What follows belongs to an exercise in optimizing a design on an open flow for small area; a production flow would make more cautious choices. Only simulation tests tie the RTL to the original design; equivalence was not proved.

Design ft300_core, start of the top module:
module ft300_core (
    input  wire         clk,
    input  wire         rst,
    input  wire [63:0]  time_now,
    input  wire         cmd_valid,
    output wire         cmd_ready,
    input  wire [7:0]   cmd_word,
    input  wire         rx_valid,
    input  wire         rx_timeout,
    output wire         rx_ready,
    input  wire [7:0]   rx_data,
    output reg          rsp_valid,
    output reg  [2:0]   rsp_op,
    output reg  [3:0]   rsp_status,
    output wire [107:0] rsp_sample,
    output wire [63:0]  rsp_freq
);
Settings: LEC_CHECK=0, CAP_MARGIN=20, CORE_MARGIN=2, CORE_UTILIZATION=75, PLACE_DENSITY=0.85, SLEW_MARGIN=20; clock period 20.0 ns.
standard.sh (not shown) runs the stock make flow with config.mk's settings and CLKGATE_MAP_FILE= SYNTH_SCRIPT=/design/flow/synth_recipe.tcl, a recipe that flattens the netlist after the stock synthesis.
==> flow/flow/run.sh <==
#!/bin/bash
# The standard ORFS flow with a few layout choices changed:
#  - after the standard synthesis, the logic between the flip-flops is
#    re-mapped by ABC for area (flow/resyn.ys, flow/abc.script); the
#    flip-flops themselves are kept as the standard synthesis made them;
#  - the port buffers use the smallest buffer cell;
#  - clock tree synthesis uses clkbuf_4 with small clusters and no dummy loads.
# Each tool's output goes to a log file of its own in this folder.
set -euo pipefail
export BUFFER_PORTS_ARGS="-buffer_cell sky130_fd_sc_hd__buf_1"
export CTS_ARGS="-sink_clustering_enable -repair_clock_nets -dont_use_dummy_load -buf_list sky130_fd_sc_hd__clkbuf_4 -sink_clustering_size 10 -sink_clustering_max_diameter 30"
R=orfs/results/$FLOW_PLATFORM/ft300_core/base
LIB=$FLOW_HOME/platforms/$FLOW_PLATFORM/lib/sky130_fd_sc_hd__tt_025C_1v80.lib
YOSYS=$FLOW_HOME/../tools/install/yosys/bin/yosys
bash standard.sh synth > synth.log 2>&1
cp $R/1_2_yosys.v $R/1_2_yosys_standard.v
sed -e "s#@LIB@#$LIB#g" -e "s#@IN@#$R/1_2_yosys_standard.v#" -e "s#@OUT@#$R/1_2_yosys.v#" \
    -e "s#@TOP@#$FLOW_TOP#" -e "s#@ABC@#$PWD/flow/abc.script#" flow/resyn.ys > resyn_run.ys
$YOSYS -s resyn_run.ys > resyn.log 2>&1
rm -f $R/1_synth.odb $R/1_synth.sdc
bash standard.sh > flow.log 2>&1
Other scripts of this flow, unchanged in this note and not shown: flow/flow/abc.script, flow/flow/resyn.ys
Rerun with:
--- a/flow/design.v
+++ b/flow/design.v
@@ -12,16 +12,16 @@
     output reg          rsp_valid,
     output reg  [2:0]   rsp_op,
     output reg  [3:0]   rsp_status,
     output wire [107:0] rsp_sample,
     output wire [63:0]  rsp_freq
 );
-    localparam [2:0] S_IDLE = 3'd0, S_DISC = 3'd1, S_CAPT = 3'd2,
-                     S_READY = 3'd3, S_READING = 3'd4, S_STOP = 3'd5;
+    localparam [2:0] S_IDLE = 3'b000, S_DISC = 3'b100, S_CAPT = 3'b101,
+                     S_READY = 3'b001, S_READING = 3'b110, S_STOP = 3'b010;
     localparam [2:0] D_IDLE = 3'd0, D_EPASS = 3'd1, D_WAITS = 3'd2, D_E = 3'd3,
-                     D_LOAD = 3'd4, D_STEP = 3'd5, D_ROUND = 3'd6, D_EL = 3'd7;
+                     D_EL = 3'd4, D_ROUND = 3'd5, D_LOAD = 3'd6, D_STEP = 3'd7;
     integer k;
     reg  [2:0] ph8;
     reg  [2:0] p5;
     wire ph8_0 = (ph8 == 3'd0);
     wire ph8_7 = (ph8 == 3'd7);
     wire p5_0  = (p5 == 3'd0);
@@ -46,13 +46,13 @@
     reg [2:0] dstate;
     wire [5:0] step = ctr;
     wire       rmode = (dstate == D_LOAD) || (dstate == D_STEP);   
     wire [7:0] rin;
     wire calm    = rsp_op[0];                           
     wire freq_en = (rsp_op == 3'd2) && (rsp_status == 4'd0);    
-    wire inflight = (sess == S_DISC) || (sess == S_CAPT) || (sess == S_READING);
+    wire inflight = sess[2];
     wire ev_cycle = !busy && ph8_7;
     assign cmd_ready = ev_cycle && !inflight;
     assign rx_ready  = ev_cycle && inflight;
     wire cmd_fire  = cmd_valid && cmd_ready;
     wire to_fire   = rx_ready && rx_timeout;
     wire byte_fire = rx_ready && rx_valid && !rx_timeout;
@@ -61,12 +61,14 @@
     wire       c_bad = (cmd_word[7:4] != 4'd0) || (c_op > 3'd4) || (c_cal && (c_op != 3'd1));
     wire [5:0] ctr1  = ctr + 6'd1;
     wire       match = (cnt != 5'd0) && prev20 && (rx_data == 8'h4E);
     wire       frame = (cnt[4] || cnt == 5'd15);
     wire       ins   = byte_fire && !match;
     reg [7:0] w [0:14];
+    reg [7:0] tt [0:7];       
+    reg [7:0] ss [0:7];
     reg       win_shift, win_pass, ptype_dec;
     wire [3:0] pb = ctr[3:0];
     wire      chain = win_shift | win_pass;
     wire [6:0] t   = {pb, ph8};
     wire [2:0] fld = pb[3:1];
     wire [3:0] j   = {pb[0], ph8};
@@ -192,14 +194,12 @@
             crc <= {1'b0, crc[15:1]};
         if (t == 7'd96)
             crc_ok <= (crc[0] == s);
         else if (t < 7'd112)
             crc_ok <= crc_ok & (crc[0] == s);
     end
-    reg  [7:0] tt [0:7];
-    reg  [7:0] ss [0:7];
     wire       tload  = ev_cycle;
     wire       tshort = (dstate == D_E) || (dstate == D_EL) || (dstate == D_LOAD) || (dstate == D_STEP) || (dstate == D_ROUND);
     wire       epass  = (dstate == D_EPASS);
     reg        cy;       
     reg        ezero, big;
     wire [8:0] ed = {1'b0, tt[0]} - {1'b0, ss[0]} - {8'd0, ph8_0 ? 1'b0 : cy};
Outcome: The new run completed with no timing, DRC or antenna violations; clock-buffer cell count increases by 1; first-iteration DRC count decreases by 18%; sequential share of layout area increases by 0.18 points; non-clock buffer count decreases by 2; utilization is about the same.

## re-timing with driven ports
How much do the figures lean on ideal ports? The routed layouts below were timed once more, with nothing changed but the port constraints. Step 1, drivers: a clkbuf_16 drives clk and a buf_2 each remaining input, both assumed. Step 2 adds t to the input delays and takes it off the output delays; t is the mean of the earliest and latest rising clock arrival at the registers after step 1. Input paths then give back, and output paths get back, about the clock's delay inside the block. Slacks: ideal / step 1 / step 2; pairs: ideal / step 1.
| run | t (ns) | slack for setup (ns) | hold slack, ns |
|---|---|---|---|
| the first run | 0.726 | 13.580 / 13.534 / 13.156 | 0.293 / 0.293 / 0.293 |
| the second run | 0.722 | 13.565 / 13.523 / 13.265 | 0.300 / 0.300 / 0.300 |
After both steps every run listed still meets setup and hold. For the first run, which loses most, drivers alone change the setup slack by -0.046 ns; drivers and shift together by -0.424 ns.
